Context: an optimization exercise on an open-source flow, tuned for small area, a short achievable clock period and few clock cycles per item. The choices shown serve that exercise and are no tape-out recipe.
No functional check of the RTL was part of any run shown here.
Power and IR drop assume default switching activity.

### design.v
`timescale 1ns/1ps
module s8b_decoder (
    input  wire        clk,
    input  wire        rst,
    input  wire        in_valid,
    output wire        in_ready,
    input  wire [63:0] in_word,
    output wire        out_valid,
    input  wire        out_ready,
    output wire [31:0] out_data,
    output wire        out_last,
    output wire [5:0]  out_width,
    output wire        err
);
    function [5:0] s8b_b;
        input [3:0] s;
        case (s)
            4'd2: s8b_b = 6'd1;
            4'd3: s8b_b = 6'd2;
            4'd4: s8b_b = 6'd3;
            4'd5: s8b_b = 6'd4;
            4'd6: s8b_b = 6'd5;
            4'd7: s8b_b = 6'd6;
            4'd8: s8b_b = 6'd7;
            4'd9: s8b_b = 6'd8;
            4'd10: s8b_b = 6'd10;
            4'd11: s8b_b = 6'd12;
            4'd12: s8b_b = 6'd15;
            4'd13: s8b_b = 6'd20;
            4'd14: s8b_b = 6'd30;
            default: s8b_b = 6'd60;
        endcase
    endfunction
    function s8b_pen;
        input [3:0] s;
        input [5:0] sh;
        case (s)
            4'd2: s8b_pen = (sh == 6'd58);
            4'd3: s8b_pen = (sh == 6'd56);
            4'd4: s8b_pen = (sh == 6'd54);
            4'd5: s8b_pen = (sh == 6'd52);
            4'd6: s8b_pen = (sh == 6'd50);
            4'd7: s8b_pen = (sh == 6'd48);
            4'd8: s8b_pen = (sh == 6'd42);
            4'd9: s8b_pen = (sh == 6'd40);
            4'd10: s8b_pen = (sh == 6'd40);
            4'd11: s8b_pen = (sh == 6'd36);
            4'd12: s8b_pen = (sh == 6'd30);
            4'd13: s8b_pen = (sh == 6'd20);
            4'd14: s8b_pen = (sh == 6'd0);
            default: s8b_pen = 1'b0;
        endcase
    endfunction
    reg        ov;           
    reg [31:0] od;           
    reg        ol;           
    reg [3:0]  maxsel;       
    reg        err_r;
    reg        first_r;      
    reg        last_r;       
    reg [5:0]  shamt;        
    reg [6:0]  pos;          
    wire [3:0] sel      = in_word[63:60];
    wire       sel_lo   = (sel[3:1] == 3'd0);            
    wire       sel_15   = (sel == 4'd15);
    wire       bad_now  = first_r && (sel_lo || (sel_15 && in_word[59:32] != 28'd0));
    wire       one_shot = first_r && (sel_lo || sel_15);
    wire can_load = !ov || out_ready;
    assign in_ready = err_r || (can_load && (last_r || one_shot));
    wire take = in_valid && in_ready;
    wire ext  = in_valid && can_load && !err_r && !bad_now;
    wire give = ov && out_ready;
    reg [31:0] field;
    always @(*)
        case (shamt)
            6'd0: field[0] = in_word[0];
            6'd1: field[0] = in_word[1];
            6'd2: field[0] = in_word[2];
            6'd3: field[0] = in_word[3];
            6'd4: field[0] = in_word[4];
            6'd5: field[0] = in_word[5];
            6'd6: field[0] = in_word[6];
            6'd7: field[0] = in_word[7];
            6'd8: field[0] = in_word[8];
            6'd9: field[0] = in_word[9];
            6'd10: field[0] = in_word[10];
            6'd11: field[0] = in_word[11];
            6'd12: field[0] = in_word[12];
            6'd13: field[0] = in_word[13];
            6'd14: field[0] = in_word[14];
            6'd15: field[0] = in_word[15];
            6'd16: field[0] = in_word[16];
            6'd17: field[0] = in_word[17];
            6'd18: field[0] = in_word[18];
            6'd19: field[0] = in_word[19];
            6'd20: field[0] = in_word[20];
            6'd21: field[0] = in_word[21];
            6'd22: field[0] = in_word[22];
            6'd23: field[0] = in_word[23];
            6'd24: field[0] = in_word[24];
            6'd25: field[0] = in_word[25];
            6'd26: field[0] = in_word[26];
            6'd27: field[0] = in_word[27];
            6'd28: field[0] = in_word[28];
            6'd29: field[0] = in_word[29];
            6'd30: field[0] = in_word[30];
            6'd31: field[0] = in_word[31];
            6'd32: field[0] = in_word[32];
            6'd33: field[0] = in_word[33];
            6'd34: field[0] = in_word[34];
            6'd35: field[0] = in_word[35];
            6'd36: field[0] = in_word[36];
            6'd37: field[0] = in_word[37];
            6'd38: field[0] = in_word[38];
            6'd39: field[0] = in_word[39];
            6'd40: field[0] = in_word[40];
            6'd41: field[0] = in_word[41];
            6'd42: field[0] = in_word[42];
            6'd43: field[0] = in_word[43];
            6'd44: field[0] = in_word[44];
            6'd45: field[0] = in_word[45];
            6'd46: field[0] = in_word[46];
            6'd47: field[0] = in_word[47];
            6'd48: field[0] = in_word[48];
            6'd49: field[0] = in_word[49];
            6'd50: field[0] = in_word[50];
            6'd51: field[0] = in_word[51];
            6'd52: field[0] = in_word[52];
            6'd53: field[0] = in_word[53];
            6'd54: field[0] = in_word[54];
            6'd55: field[0] = in_word[55];
            6'd56: field[0] = in_word[56];
            6'd57: field[0] = in_word[57];
            6'd58: field[0] = in_word[58];
            6'd59: field[0] = in_word[59];
            default: field[0] = 1'b0;
        endcase
    always @(*)
        case (shamt)
            6'd0: field[1] = in_word[1];
            6'd2: field[1] = in_word[3];
            6'd3: field[1] = in_word[4];
            6'd4: field[1] = in_word[5];
            6'd5: field[1] = in_word[6];
            6'd6: field[1] = in_word[7];
            6'd7: field[1] = in_word[8];
            6'd8: field[1] = in_word[9];
            6'd9: field[1] = in_word[10];
            6'd10: field[1] = in_word[11];
            6'd12: field[1] = in_word[13];
            6'd14: field[1] = in_word[15];
            6'd15: field[1] = in_word[16];
            6'd16: field[1] = in_word[17];
            6'd18: field[1] = in_word[19];
            6'd20: field[1] = in_word[21];
            6'd21: field[1] = in_word[22];
            6'd22: field[1] = in_word[23];
            6'd24: field[1] = in_word[25];
            6'd25: field[1] = in_word[26];
            6'd26: field[1] = in_word[27];
            6'd27: field[1] = in_word[28];
            6'd28: field[1] = in_word[29];
            6'd30: field[1] = in_word[31];
            6'd32: field[1] = in_word[33];
            6'd33: field[1] = in_word[34];
            6'd34: field[1] = in_word[35];
            6'd35: field[1] = in_word[36];
            6'd36: field[1] = in_word[37];
            6'd38: field[1] = in_word[39];
            6'd39: field[1] = in_word[40];
            6'd40: field[1] = in_word[41];
            6'd42: field[1] = in_word[43];
            6'd44: field[1] = in_word[45];
            6'd45: field[1] = in_word[46];
            6'd46: field[1] = in_word[47];
            6'd48: field[1] = in_word[49];
            6'd49: field[1] = in_word[50];
            6'd50: field[1] = in_word[51];
            6'd51: field[1] = in_word[52];
            6'd52: field[1] = in_word[53];
            6'd54: field[1] = in_word[55];
            6'd55: field[1] = in_word[56];
            6'd56: field[1] = in_word[57];
            6'd57: field[1] = in_word[58];
            6'd58: field[1] = in_word[59];
            default: field[1] = 1'b0;
        endcase
    always @(*)
        case (shamt)
            6'd0: field[2] = in_word[2];
            6'd3: field[2] = in_word[5];
            6'd4: field[2] = in_word[6];
            6'd5: field[2] = in_word[7];
            6'd6: field[2] = in_word[8];
            6'd7: field[2] = in_word[9];
            6'd8: field[2] = in_word[10];
            6'd9: field[2] = in_word[11];
            6'd10: field[2] = in_word[12];
            6'd12: field[2] = in_word[14];
            6'd14: field[2] = in_word[16];
            6'd15: field[2] = in_word[17];
            6'd16: field[2] = in_word[18];
            6'd18: field[2] = in_word[20];
            6'd20: field[2] = in_word[22];
            6'd21: field[2] = in_word[23];
            6'd24: field[2] = in_word[26];
            6'd25: field[2] = in_word[27];
            6'd27: field[2] = in_word[29];
            6'd28: field[2] = in_word[30];
            6'd30: field[2] = in_word[32];
            6'd32: field[2] = in_word[34];
            6'd33: field[2] = in_word[35];
            6'd35: field[2] = in_word[37];
            6'd36: field[2] = in_word[38];
            6'd39: field[2] = in_word[41];
            6'd40: field[2] = in_word[42];
            6'd42: field[2] = in_word[44];
            6'd44: field[2] = in_word[46];
            6'd45: field[2] = in_word[47];
            6'd48: field[2] = in_word[50];
            6'd49: field[2] = in_word[51];
            6'd50: field[2] = in_word[52];
            6'd51: field[2] = in_word[53];
            6'd52: field[2] = in_word[54];
            6'd54: field[2] = in_word[56];
            6'd55: field[2] = in_word[57];
            6'd56: field[2] = in_word[58];
            6'd57: field[2] = in_word[59];
            default: field[2] = 1'b0;
        endcase
    always @(*)
        case (shamt)
            6'd0: field[3] = in_word[3];
            6'd4: field[3] = in_word[7];
            6'd5: field[3] = in_word[8];
            6'd6: field[3] = in_word[9];
            6'd7: field[3] = in_word[10];
            6'd8: field[3] = in_word[11];
            6'd10: field[3] = in_word[13];
            6'd12: field[3] = in_word[15];
            6'd14: field[3] = in_word[17];
            6'd15: field[3] = in_word[18];
            6'd16: field[3] = in_word[19];
            6'd18: field[3] = in_word[21];
            6'd20: field[3] = in_word[23];
            6'd21: field[3] = in_word[24];
            6'd24: field[3] = in_word[27];
            6'd25: field[3] = in_word[28];
            6'd28: field[3] = in_word[31];
            6'd30: field[3] = in_word[33];
            6'd32: field[3] = in_word[35];
            6'd35: field[3] = in_word[38];
            6'd36: field[3] = in_word[39];
            6'd40: field[3] = in_word[43];
            6'd42: field[3] = in_word[45];
            6'd44: field[3] = in_word[47];
            6'd45: field[3] = in_word[48];
            6'd48: field[3] = in_word[51];
            6'd49: field[3] = in_word[52];
            6'd50: field[3] = in_word[53];
            6'd52: field[3] = in_word[55];
            6'd54: field[3] = in_word[57];
            6'd55: field[3] = in_word[58];
            6'd56: field[3] = in_word[59];
            default: field[3] = 1'b0;
        endcase
    always @(*)
        case (shamt)
            6'd0: field[4] = in_word[4];
            6'd5: field[4] = in_word[9];
            6'd6: field[4] = in_word[10];
            6'd7: field[4] = in_word[11];
            6'd8: field[4] = in_word[12];
            6'd10: field[4] = in_word[14];
            6'd12: field[4] = in_word[16];
            6'd14: field[4] = in_word[18];
            6'd15: field[4] = in_word[19];
            6'd16: field[4] = in_word[20];
            6'd18: field[4] = in_word[22];
            6'd20: field[4] = in_word[24];
            6'd21: field[4] = in_word[25];
            6'd24: field[4] = in_word[28];
            6'd25: field[4] = in_word[29];
            6'd28: field[4] = in_word[32];
            6'd30: field[4] = in_word[34];
            6'd32: field[4] = in_word[36];
            6'd35: field[4] = in_word[39];
            6'd36: field[4] = in_word[40];
            6'd40: field[4] = in_word[44];
            6'd42: field[4] = in_word[46];
            6'd45: field[4] = in_word[49];
            6'd48: field[4] = in_word[52];
            6'd49: field[4] = in_word[53];
            6'd50: field[4] = in_word[54];
            6'd54: field[4] = in_word[58];
            6'd55: field[4] = in_word[59];
            default: field[4] = 1'b0;
        endcase
    always @(*)
        case (shamt)
            6'd0: field[5] = in_word[5];
            6'd6: field[5] = in_word[11];
            6'd7: field[5] = in_word[12];
            6'd8: field[5] = in_word[13];
            6'd10: field[5] = in_word[15];
            6'd12: field[5] = in_word[17];
            6'd14: field[5] = in_word[19];
            6'd15: field[5] = in_word[20];
            6'd16: field[5] = in_word[21];
            6'd18: field[5] = in_word[23];
            6'd20: field[5] = in_word[25];
            6'd21: field[5] = in_word[26];
            6'd24: field[5] = in_word[29];
            6'd28: field[5] = in_word[33];
            6'd30: field[5] = in_word[35];
            6'd32: field[5] = in_word[37];
            6'd35: field[5] = in_word[40];
            6'd36: field[5] = in_word[41];
            6'd40: field[5] = in_word[45];
            6'd42: field[5] = in_word[47];
            6'd45: field[5] = in_word[50];
            6'd48: field[5] = in_word[53];
            6'd49: field[5] = in_word[54];
            6'd50: field[5] = in_word[55];
            6'd54: field[5] = in_word[59];
            default: field[5] = 1'b0;
        endcase
    always @(*)
        case (shamt)
            6'd0: field[6] = in_word[6];
            6'd7: field[6] = in_word[13];
            6'd8: field[6] = in_word[14];
            6'd10: field[6] = in_word[16];
            6'd12: field[6] = in_word[18];
            6'd14: field[6] = in_word[20];
            6'd15: field[6] = in_word[21];
            6'd16: field[6] = in_word[22];
            6'd20: field[6] = in_word[26];
            6'd21: field[6] = in_word[27];
            6'd24: field[6] = in_word[30];
            6'd28: field[6] = in_word[34];
            6'd30: field[6] = in_word[36];
            6'd32: field[6] = in_word[38];
            6'd35: field[6] = in_word[41];
            6'd36: field[6] = in_word[42];
            6'd40: field[6] = in_word[46];
            6'd42: field[6] = in_word[48];
            6'd45: field[6] = in_word[51];
            6'd48: field[6] = in_word[54];
            6'd49: field[6] = in_word[55];
            6'd50: field[6] = in_word[56];
            default: field[6] = 1'b0;
        endcase
    always @(*)
        case (shamt)
            6'd0: field[7] = in_word[7];
            6'd8: field[7] = in_word[15];
            6'd10: field[7] = in_word[17];
            6'd12: field[7] = in_word[19];
            6'd15: field[7] = in_word[22];
            6'd16: field[7] = in_word[23];
            6'd20: field[7] = in_word[27];
            6'd24: field[7] = in_word[31];
            6'd30: field[7] = in_word[37];
            6'd32: field[7] = in_word[39];
            6'd36: field[7] = in_word[43];
            6'd40: field[7] = in_word[47];
            6'd45: field[7] = in_word[52];
            6'd48: field[7] = in_word[55];
            6'd50: field[7] = in_word[57];
            default: field[7] = 1'b0;
        endcase
    always @(*)
        case (shamt)
            6'd0: field[8] = in_word[8];
            6'd10: field[8] = in_word[18];
            6'd12: field[8] = in_word[20];
            6'd15: field[8] = in_word[23];
            6'd20: field[8] = in_word[28];
            6'd24: field[8] = in_word[32];
            6'd30: field[8] = in_word[38];
            6'd36: field[8] = in_word[44];
            6'd40: field[8] = in_word[48];
            6'd45: field[8] = in_word[53];
            6'd48: field[8] = in_word[56];
            6'd50: field[8] = in_word[58];
            default: field[8] = 1'b0;
        endcase
    always @(*)
        case (shamt)
            6'd0: field[9] = in_word[9];
            6'd10: field[9] = in_word[19];
            6'd12: field[9] = in_word[21];
            6'd15: field[9] = in_word[24];
            6'd20: field[9] = in_word[29];
            6'd24: field[9] = in_word[33];
            6'd30: field[9] = in_word[39];
            6'd36: field[9] = in_word[45];
            6'd40: field[9] = in_word[49];
            6'd45: field[9] = in_word[54];
            6'd48: field[9] = in_word[57];
            6'd50: field[9] = in_word[59];
            default: field[9] = 1'b0;
        endcase
    always @(*)
        case (shamt)
            6'd0: field[10] = in_word[10];
            6'd12: field[10] = in_word[22];
            6'd15: field[10] = in_word[25];
            6'd20: field[10] = in_word[30];
            6'd24: field[10] = in_word[34];
            6'd30: field[10] = in_word[40];
            6'd36: field[10] = in_word[46];
            6'd40: field[10] = in_word[50];
            6'd45: field[10] = in_word[55];
            6'd48: field[10] = in_word[58];
            default: field[10] = 1'b0;
        endcase
    always @(*)
        case (shamt)
            6'd0: field[11] = in_word[11];
            6'd12: field[11] = in_word[23];
            6'd15: field[11] = in_word[26];
            6'd20: field[11] = in_word[31];
            6'd24: field[11] = in_word[35];
            6'd30: field[11] = in_word[41];
            6'd36: field[11] = in_word[47];
            6'd40: field[11] = in_word[51];
            6'd45: field[11] = in_word[56];
            6'd48: field[11] = in_word[59];
            default: field[11] = 1'b0;
        endcase
    always @(*)
        case (shamt)
            6'd0: field[12] = in_word[12];
            6'd15: field[12] = in_word[27];
            6'd20: field[12] = in_word[32];
            6'd30: field[12] = in_word[42];
            6'd40: field[12] = in_word[52];
            6'd45: field[12] = in_word[57];
            default: field[12] = 1'b0;
        endcase
    always @(*)
        case (shamt)
            6'd0: field[13] = in_word[13];
            6'd15: field[13] = in_word[28];
            6'd20: field[13] = in_word[33];
            6'd30: field[13] = in_word[43];
            6'd40: field[13] = in_word[53];
            6'd45: field[13] = in_word[58];
            default: field[13] = 1'b0;
        endcase
    always @(*)
        case (shamt)
            6'd0: field[14] = in_word[14];
            6'd15: field[14] = in_word[29];
            6'd20: field[14] = in_word[34];
            6'd30: field[14] = in_word[44];
            6'd40: field[14] = in_word[54];
            6'd45: field[14] = in_word[59];
            default: field[14] = 1'b0;
        endcase
    always @(*)
        case (shamt)
            6'd0: field[15] = in_word[15];
            6'd20: field[15] = in_word[35];
            6'd30: field[15] = in_word[45];
            6'd40: field[15] = in_word[55];
            default: field[15] = 1'b0;
        endcase
    always @(*)
        case (shamt)
            6'd0: field[16] = in_word[16];
            6'd20: field[16] = in_word[36];
            6'd30: field[16] = in_word[46];
            6'd40: field[16] = in_word[56];
            default: field[16] = 1'b0;
        endcase
    always @(*)
        case (shamt)
            6'd0: field[17] = in_word[17];
            6'd20: field[17] = in_word[37];
            6'd30: field[17] = in_word[47];
            6'd40: field[17] = in_word[57];
            default: field[17] = 1'b0;
        endcase
    always @(*)
        case (shamt)
            6'd0: field[18] = in_word[18];
            6'd20: field[18] = in_word[38];
            6'd30: field[18] = in_word[48];
            6'd40: field[18] = in_word[58];
            default: field[18] = 1'b0;
        endcase
    always @(*)
        case (shamt)
            6'd0: field[19] = in_word[19];
            6'd20: field[19] = in_word[39];
            6'd30: field[19] = in_word[49];
            6'd40: field[19] = in_word[59];
            default: field[19] = 1'b0;
        endcase
    always @(*)
        case (shamt)
            6'd0: field[20] = in_word[20];
            6'd30: field[20] = in_word[50];
            default: field[20] = 1'b0;
        endcase
    always @(*)
        case (shamt)
            6'd0: field[21] = in_word[21];
            6'd30: field[21] = in_word[51];
            default: field[21] = 1'b0;
        endcase
    always @(*)
        case (shamt)
            6'd0: field[22] = in_word[22];
            6'd30: field[22] = in_word[52];
            default: field[22] = 1'b0;
        endcase
    always @(*)
        case (shamt)
            6'd0: field[23] = in_word[23];
            6'd30: field[23] = in_word[53];
            default: field[23] = 1'b0;
        endcase
    always @(*)
        case (shamt)
            6'd0: field[24] = in_word[24];
            6'd30: field[24] = in_word[54];
            default: field[24] = 1'b0;
        endcase
    always @(*)
        case (shamt)
            6'd0: field[25] = in_word[25];
            6'd30: field[25] = in_word[55];
            default: field[25] = 1'b0;
        endcase
    always @(*)
        case (shamt)
            6'd0: field[26] = in_word[26];
            6'd30: field[26] = in_word[56];
            default: field[26] = 1'b0;
        endcase
    always @(*)
        case (shamt)
            6'd0: field[27] = in_word[27];
            6'd30: field[27] = in_word[57];
            default: field[27] = 1'b0;
        endcase
    always @(*)
        case (shamt)
            6'd0: field[28] = in_word[28];
            6'd30: field[28] = in_word[58];
            default: field[28] = 1'b0;
        endcase
    always @(*)
        case (shamt)
            6'd0: field[29] = in_word[29];
            6'd30: field[29] = in_word[59];
            default: field[29] = 1'b0;
        endcase
    always @(*) field[30] = in_word[30];
    always @(*) field[31] = in_word[31];
    wire [5:0]  b     = s8b_b(sel);
    wire [31:0] mask;
    assign mask[0] = (sel >= 4'd2);
    assign mask[1] = (sel >= 4'd3);
    assign mask[2] = (sel >= 4'd4);
    assign mask[3] = (sel >= 4'd5);
    assign mask[4] = (sel >= 4'd6);
    assign mask[5] = (sel >= 4'd7);
    assign mask[6] = (sel >= 4'd8);
    assign mask[7] = (sel >= 4'd9);
    assign mask[8] = (sel >= 4'd10);
    assign mask[9] = (sel >= 4'd10);
    assign mask[10] = (sel >= 4'd11);
    assign mask[11] = (sel >= 4'd11);
    assign mask[12] = (sel >= 4'd12);
    assign mask[13] = (sel >= 4'd12);
    assign mask[14] = (sel >= 4'd12);
    assign mask[15] = (sel >= 4'd13);
    assign mask[16] = (sel >= 4'd13);
    assign mask[17] = (sel >= 4'd13);
    assign mask[18] = (sel >= 4'd13);
    assign mask[19] = (sel >= 4'd13);
    assign mask[20] = (sel >= 4'd14);
    assign mask[21] = (sel >= 4'd14);
    assign mask[22] = (sel >= 4'd14);
    assign mask[23] = (sel >= 4'd14);
    assign mask[24] = (sel >= 4'd14);
    assign mask[25] = (sel >= 4'd14);
    assign mask[26] = (sel >= 4'd14);
    assign mask[27] = (sel >= 4'd14);
    assign mask[28] = (sel >= 4'd14);
    assign mask[29] = (sel >= 4'd14);
    assign mask[30] = (sel >= 4'd15);
    assign mask[31] = (sel >= 4'd15);
    wire [31:0] value = field & mask;
    assign out_valid = ov;
    assign out_data  = od;
    assign out_last  = ol;
    assign out_width = s8b_b(maxsel);
    assign err       = err_r;
    always @(posedge clk) begin
        if (ext)
            od <= value;
    end
    always @(posedge clk) begin
        if (rst) begin
            ov      <= 1'b0;
            ol      <= 1'b0;
            maxsel  <= 4'd0;
            err_r   <= 1'b0;
            first_r <= 1'b1;
            last_r  <= 1'b0;
            shamt   <= 6'd0;
            pos     <= 7'd0;
        end else begin
            if (take && bad_now)
                err_r <= 1'b1;
            if (ext) begin
                ov     <= 1'b1;
                ol     <= (pos == 7'd127);
                maxsel <= (pos == 7'd0 || sel > maxsel) ? sel : maxsel;
                pos    <= pos + 7'd1;
                if (take) begin
                    first_r <= 1'b1;
                    shamt   <= 6'd0;
                    last_r  <= (pos == 7'd126);
                end else begin
                    first_r <= 1'b0;
                    shamt   <= shamt + b;
                    last_r  <= s8b_pen(sel, shamt) || (pos == 7'd126);
                end
            end else if (give) begin
                ov <= 1'b0;
            end
        end
    end
endmodule
### run.sh
#!/bin/bash
# synth_recipe.tcl (not shown) runs the flow's synth.tcl, then flattens the netlist and writes it again
# the make line also repeats each setting of config.mk as NAME=value (left out here)
make -C /OpenROAD-flow-scripts/flow DESIGN_CONFIG=/design/flow/config.mk WORK_HOME=/design/flow/orfs CLKGATE_MAP_FILE= SYNTH_SCRIPT=/design/flow/synth_recipe.tcl finish
### config.mk
export PLATFORM = sky130hd
export DESIGN_NAME = s8b_decoder
export DESIGN_NICKNAME = s8b_decoder
export VERILOG_FILES = /design/flow/design.v
export SDC_FILE = /design/flow/constraint.sdc
export NUM_CORES = 4
export LEC_CHECK = 0
export ABC_AREA = 1
export CAP_MARGIN = 20
export CORE_MARGIN = 2
export CORE_UTILIZATION = 40
export SETUP_SLACK_MARGIN = 4.0
export SLEW_MARGIN = 20
### constraint.sdc
create_clock -name core_clock -period 7.5 [get_ports {clk}]
set_input_delay 1.5000 -clock core_clock [delete_from_list [all_inputs] [get_ports {clk}]]
set_output_delay 1.5000 -clock core_clock [all_outputs]
set_load 0.01 [all_outputs]
==> flow_summary.yaml, run 1 <==
run_status:
  status: "complete, no violations"
synthesis:
  synthesis.area_sq_mm: 0.005609
  ys_seq_elements: 60
  avgSynthCellArea_sq_um: 6.374
  synth_cells: 880
  synth_cell_types: 46
  yosysSeqAreaShare: 0.2712
  synth_warnings: 1
  syn_nets: 967
sta:
  tightest_slew_ns: 0.8810
  fin_skew_ns: 0.008463
  rsz0062_at_grt: "true"
  maxSlewViolCount: 0
  fin_crit_ns: 3.807
  finalHoldViolCount: 0
  relSlewSlack: 0.4105
  final-setup-viol-count: 0
  finalSetupTns_ns: 0
  fmax_mhz: 262.7
  timing.final.crit_share: 0.5076
layout:
  fin_nets: 1087
  stdcell_count: 1185
  insertedDiodeCount: 0
  multi_input_area_sq_mm: 0.003538
  final-seq-area_sq_mm: 0.001521
  design_area_sq_mm: 0.007421
  fillCellCount: 1441
  drive_gt1_frac: 0.09851
  syn2layout_area_growth_pct: 32.30
worst_setup_path:
  cp_slowest_cell: "ha_4"
  rrSetupSlack_ns: 4.35
  endpoint_kind: "output port"
  rr_worst_depth: 10
  r2r-end: "od[1]"
  path_class: "primary input to output port"
  crit_required_ns: 6.00
  slowest_delay_ns: 0.16
  r2r_start: "shamt[4]"
  cp_max_fo: 4
  start_kind: "primary input"
  crit_chain: "buf_12 -> ha_4 -> inv_4 -> nor2_4 -> inv_2 -> a21boi_4 -> o21ai_1 -> nand2_1 -> buf_2"
  critical_path_arrival_ns: 2.31
pwr:
  static-leakage-power_uw: 0.003245
  vdd_drop_max_uv: 93.08
  finalPower_uw: 1297
  p_per_area_mw_per_mm2: 174.8
placed_design:
  hpwl_um: 19770
  globalplace.congestion: 1.129
  port_buffers: 109
  dp_cells: 1152
  place_area_sq_mm: 0.006875
min_path:
  hold_class: "flip-flop to flip-flop"
  hold_depth: 2
  hold_end: "ol"
  min-delay-start: "ol"
cts:
  clock_latency_ns: 0.34
  cts.reportedPaths.clkPinSlew_ns: 0.05
  hold_buffers: 0
  ctsHtreeMaxLevel: 3
  clockBufferDepth: 2
  cts-root-buf: "clkbuf_16"
  cts_tree: "yes"
  cts_sinks: 60
  cts_buffers: 9
routing:
  drt-total-wl_um: 26140
  drt-initial-drc-count: 1144
  firstDrtPassIters: 7
  wl_per_cell_um: 22.05
  viasPerCell: 6.264
  vias: 7423
  final_antenna_net_count: 0
  remaining_drc_errors: 0
floorplan:
  start_util: 0.4072
  num_rows: 43
  die_y_um: 122.4
  chipWidth_um: 122.4
  fp.coreArea_sq_mm: 0.01377
  io_pins: 110
  die_area_sq_mm: 0.01499
global_route:
  first_global_vias: 6681
  grt_usage: 0.3440
  grt_max_degree: 20
  grt_pass1_wl_um: 38620
  grt-ovfl-total: 0
  antenna_found_initial: 0
job:
  cap_violations: 0
critical path, delay by kind of cell:
family	cells	cell delay, ns
buffers and inverters	4	0.38
AOI/OAI and AO/OA	2	0.16
and+or+nand+nor	2	0.11
adders and majority gates	1	0.16
cell type report:
type	count	area share
sequential	60	0.2050
inverter	142	0.07537
timing repair buffer	126	0.1701
tap	180	0.03035
clock buffer	12	0.03760
timing repair inverter	1	0.001180
multi-input combinational	660	0.4768
clock inverter	4	0.003541
Yosys cell counts (all sizes together):
library cell  count  area share
a211oi            1      0.0013
a21boi            1      0.0020
a21oi            40       0.036
a221oi           20       0.031
a22oi             8       0.011
a31oi             6      0.0067
a32oi             1      0.0016
a41oi             1      0.0016
and2              1      0.0011
buf              11       0.010
clkbuf            7      0.0047
clkinv            2      0.0016
dfxtp            28        0.10
edfxtp           32        0.17
fa                1      0.0036
ha               18       0.040
inv             140       0.094
nand2           220        0.15
nand3            34       0.034
nand3b            2      0.0027
nand4            12       0.013
nor2            104       0.073
nor3             24       0.022
nor4              9       0.010
o2111ai           5      0.0078
o211ai            6      0.0080
o21ai            35       0.032
o21bai            2      0.0027
o221ai            4      0.0062
o22ai           101        0.11
or2               2      0.0022
xnor2             1      0.0016
xor2              1      0.0016
cells by family after synthesis:
logic type	after synthesis	share of synthesized area
AND/OR/NAND/NOR	408	0.3114
AO/OA/AOI/OAI	231	0.2601
buffers and inverters	160	0.1104
flip-flops	60	0.2712
adder cells (fa/ha/maj)	19	0.04372
XOR/XNOR	2	0.003123
report_power, final:
part           total (uW)  leakage, uW  internal (uW)  switching, uW
logic                 479      0.00254            176            302
clock network         412     0.000154            264            148
registers             406     0.000548            390           16.5
worst max-delay path by stage:
stage	startpoint	end	slack, ns	depth (start not counted)
floorplan	in_word[63]	in_ready	3.78	6
detailed placement	in_word[63]	in_ready	2.37	8
global route	in_word[61]	in_ready	3.64	9
CTS	in_word[61]	in_ready	3.70	9
finish	in_word[61]	in_ready	3.69	9
global placement	in_word[63]	in_ready	2.38	8
state kept, by name, summed over array words and instances, names as in the netlist:
signal and count:
err_r 1, pos 7, out_width 6, first_r 1, ov 1, shamt 6, maxsel 4, last_r 1
od 32, ol 1
what timing repair did:
action	CTS	global route
setup endpoints to repair	49	16
resized for setup	46	32
cloned	1	0
pin swaps	6	1
hold endpoints to repair	0	0
setup buffers	9	7
cell usage in the layout, fill, tap and decap left out, types with 2 or more instances in the layout:
cell type,instances
nand2_1,213
inv_1,106
o22ai_1,101
nor2_1,99
clkdlybuf4s50_1,95
a21oi_1,39
edfxtp_1,32
nand3_1,31
inv_2,29
dfxtp_1,28
o21ai_0,24
nor3_1,23
a221oi_1,20
buf_4,17
ha_1,14
nand4_1,12
clkbuf_16,11
o21ai_1,9
nor4_1,9
a22oi_1,8
dlymetal6s2s_1,8
inv_4,6
o211ai_1,6
a31oi_1,6
o2111ai_1,5
o221ai_1,4
nor2_4,3
nand2_2,3
ha_2,3
nand2_4,2
nand3_2,2
nand2_8,2
nor2_2,2
o21ai_2,2
o21bai_1,2
nand3b_1,2
or2_2,2
clkinv_4,2
buf_8,2
buf_12,2
layer usage:
layer	routed length, um	share of wire	track usage	vias to the layer above
met5	0	0	0	-
met4	1516	0.058	0.1832	0
met3	3729	0.14	0.1166	142
met1	10820	0.41	0.4788	3299
met2	10070	0.39	0.4628	658
li1	-	-	-	3324
metrics by stage:
stage          hold slack (ns)  utilization  worst slack [ns]
4_1_cts                 0.4704       0.5302             3.703
5_1_grt                 0.5042       0.5388             3.641
2_1_floorplan           0.4606            -             3.783
3_5_place_dp            0.4592       0.4992             2.369
6_report                0.4640       0.5388             3.693
3_3_place_gp            0.4633       0.4992             2.379
==> inputs of run 2 (changes only) <==
--- a/config.mk
+++ b/config.mk
@@ -10,4 +10,3 @@
 export CORE_MARGIN = 2
 export CORE_UTILIZATION = 40
-export SETUP_SLACK_MARGIN = 4.0
 export SLEW_MARGIN = 20
==> flow_summary.yaml, run 2 <==
routing:
  vias: 7171
  remaining_drc_errors: 0
  viasPerCell: 6.145
  wl_per_cell_um: 21.93
  drt-initial-drc-count: 1145
  drt-total-wl_um: 25600
  final_antenna_net_count: 0
  firstDrtPassIters: 7
layout:
  stdcell_count: 1167
  syn2layout_area_growth_pct: 27.28
  design_area_sq_mm: 0.007139
  top_regs: "od (32), pos (7)"
  drive_gt1_frac: 0.05471
  fillCellCount: 1428
  fin_nets: 1069
  final-seq-area_sq_mm: 0.001521
  insertedDiodeCount: 0
  top_register: "od"
  final_common_cell: "nand2_1"
  largest_reg_flops: 32
  mostFrequentLayoutCells: "nand2_1, inv_1, clkdlybuf4s50_1"
  multi_input_area_sq_mm: 0.003468
synthesis:
  netlist_top_cells_count: "nand2_1, inv_1, nor2_1, o22ai_1, a21oi_1"
  syn_nets: 967
  synth_cells: 880
  synth_edf_count: 32
  ys_top_cells_by_area: "edfxtp_1, nand2_1, o22ai_1"
  yosysTopAreaCell: "edfxtp_1"
  ys_seq_elements: 60
  avgSynthCellArea_sq_um: 6.374
  synth_top_area_frac: 0.1713
  yosysMostFrequentCell: "nand2_1"
  async_reset_ff_frac: 0
  yosysSeqAreaShare: 0.2712
  yosys_most_used_dff: "edfxtp_1"
  synth_warnings: 1
  synthesis.area_sq_mm: 0.005609
  synth_cell_types: 46
worst_setup_path:
  crit_required_ns: 6.00
  endpoint_kind: "output port"
  start_kind: "primary input"
  cp_max_fo: 12
  rr_worst_depth: 7
  r2r-end: "od[4]"
  r2r_start: "shamt[4]"
  rrSetupSlack_ns: 3.89
  critical_path_arrival_ns: 3.69
  path_class: "primary input to output port"
sta:
  relSlewSlack: 0.2752
  fmax_mhz: 192.7
  final-setup-viol-count: 0
  fin_skew_ns: 0.01279
  tightest_slew_ns: 1.083
  timing.final.crit_share: 0.6921
  finalHoldViolCount: 0
  maxSlewViolCount: 0
  finalSetupTns_ns: 0
  fin_crit_ns: 5.190
  rsz0062_at_grt: "false"
  finalWorstSetupSlack_ns: 2.310
min_path:
  min-delay-start: "ol"
  hold_class: "flip-flop to flip-flop"
  hold_depth: 2
  hold_end: "ol"
placed_design:
  hpwl_um: 19920
  dp_slack_ns: 2.339
  dp_cells: 1151
  port_buffers: 109
  globalplace.congestion: 1.066
  place_area_sq_mm: 0.006840
floorplan:
  die_area_sq_mm: 0.01499
  num_rows: 43
  start_util: 0.4072
  io_pins: 110
  die_y_um: 122.4
  chipWidth_um: 122.4
  fp.coreArea_sq_mm: 0.01377
global_route:
  grt_usage: 0.3412
  grt_pass1_wl_um: 38250
  first_global_vias: 6419
  antenna_found_initial: 0
  grt_max_degree: 38
  grt-ovfl-total: 0
job:
  cap_violations: 0
cts:
  hold_buffers: 0
  cts-resized-gates: 0
  cts.reportedPaths.clkPinSlew_ns: 0.06
  cts-root-buf: "clkbuf_16"
  cts_tree: "yes"
  ctsHtreeMaxLevel: 3
  cts_buffers: 9
  clock_latency_ns: 0.34
  cts_setup_buffers: 0
  cts_sinks: 60
  clockBufferDepth: 2
pwr:
  p_per_area_mw_per_mm2: 178.7
  vdd_drop_max_uv: 93.18
  static-leakage-power_uw: 0.003071
run_status:
  status: "complete, no violations"
==> run 2: kinds of logic (layout without fill, tap and decap cells) <==
family          count (synthesis)  after routing  synth area share
fa+ha+maj                      19             19           0.04372
flops                          60             60            0.2712
compound gates                231            231            0.2601
simple gates                  408            408            0.3114
buf+inv                       160            267            0.1104
xor+xnor                        2              2          0.003123
==> run 2: worst max-delay path, stage by stage <==
cell and delay, ns:
clkdlybuf4s50_1 0.77, nand2_2 0.25, nor2_1 0.17, inv_2 0.07, a21boi_2 0.22, o21ai_1 0.09, nand2_1 0.08, clkdlybuf4s50_1 0.54
==> run 2: how the worst max path moves through the flow <==
| stage | to | from | slack [ns] |
|---|---|---|---|
| finish | in_ready | in_word[63] | 2.31 |
| global route | in_ready | in_word[63] | 2.16 |
| CTS | in_ready | in_word[63] | 2.33 |
| detailed placement | in_ready | in_word[63] | 2.34 |
| global placement | in_ready | in_word[63] | 2.33 |
| floorplan | in_ready | in_word[60] | 3.72 |
==> run 2: metrics by stage <==
step	total power (uW)	utilization	hold WS, ns
after floorplan	648.1	-	0.4606
after global placement	858.4	0.4966	0.4611
after detailed placement	853.2	0.4966	0.4598
after CTS	1271	0.5184	0.4693
after global routing	1335	0.5184	0.4842
final	1276	0.5184	0.4643
==> run 2: power breakdown <==
part | switching (uW) | total, uW | internal [uW]
clock | 153 | 411 | 259
sequential | 16.5 | 406 | 390
combinational | 294 | 459 | 165
total | 463 | 1280 | 813
==> run 2: final cells by class <==
type | count | area share
multi-input combinational | 660 | 0.4858
inverter | 142 | 0.07483
timing repair buffer | 109 | 0.1528
clock buffer | 9 | 0.03155
sequential | 60 | 0.2131
clock inverter | 7 | 0.01034
tap | 180 | 0.03155
==> run 2: routing by layer <==
layer / vias up / track usage / wire (um)
li1: 3272 / - / -
met1: 3169 / 0.4923 / 10670
met2: 606 / 0.4497 / 9859
met3: 124 / 0.1073 / 3680
met4: 0 / 0.1703 / 1386
met5: - / 0 / 0

## what the ideal ports hide
The flow's constraints put no driver on any port. The routed layouts listed below were extracted and timed again, unchanged, in two steps. Step 1, drivers: a clkbuf_16 drives clk and a buf_2 each remaining input, both assumed. Step 2 adds t to the input delays and takes it off the output delays; t is the mean of the earliest and latest rising clock arrival at the registers after step 1. Input paths then give back, and output paths get back, about the clock's delay inside the block. a / b / c = no drivers / after step 1 / after step 2; a / b = the first two.
run	t, ns	slack for setup (ns)	clock arrival spread, ns
run 1	0.380	3.693 / 3.644 / 3.623	0.011 / 0.011
run 2	0.378	2.310 / 2.287 / 2.287	0.014 / 0.014
After both steps setup and hold are still met in every run listed. For run 1, which loses most, drivers alone change the setup slack by -0.049 ns; drivers and shift together by -0.070 ns.
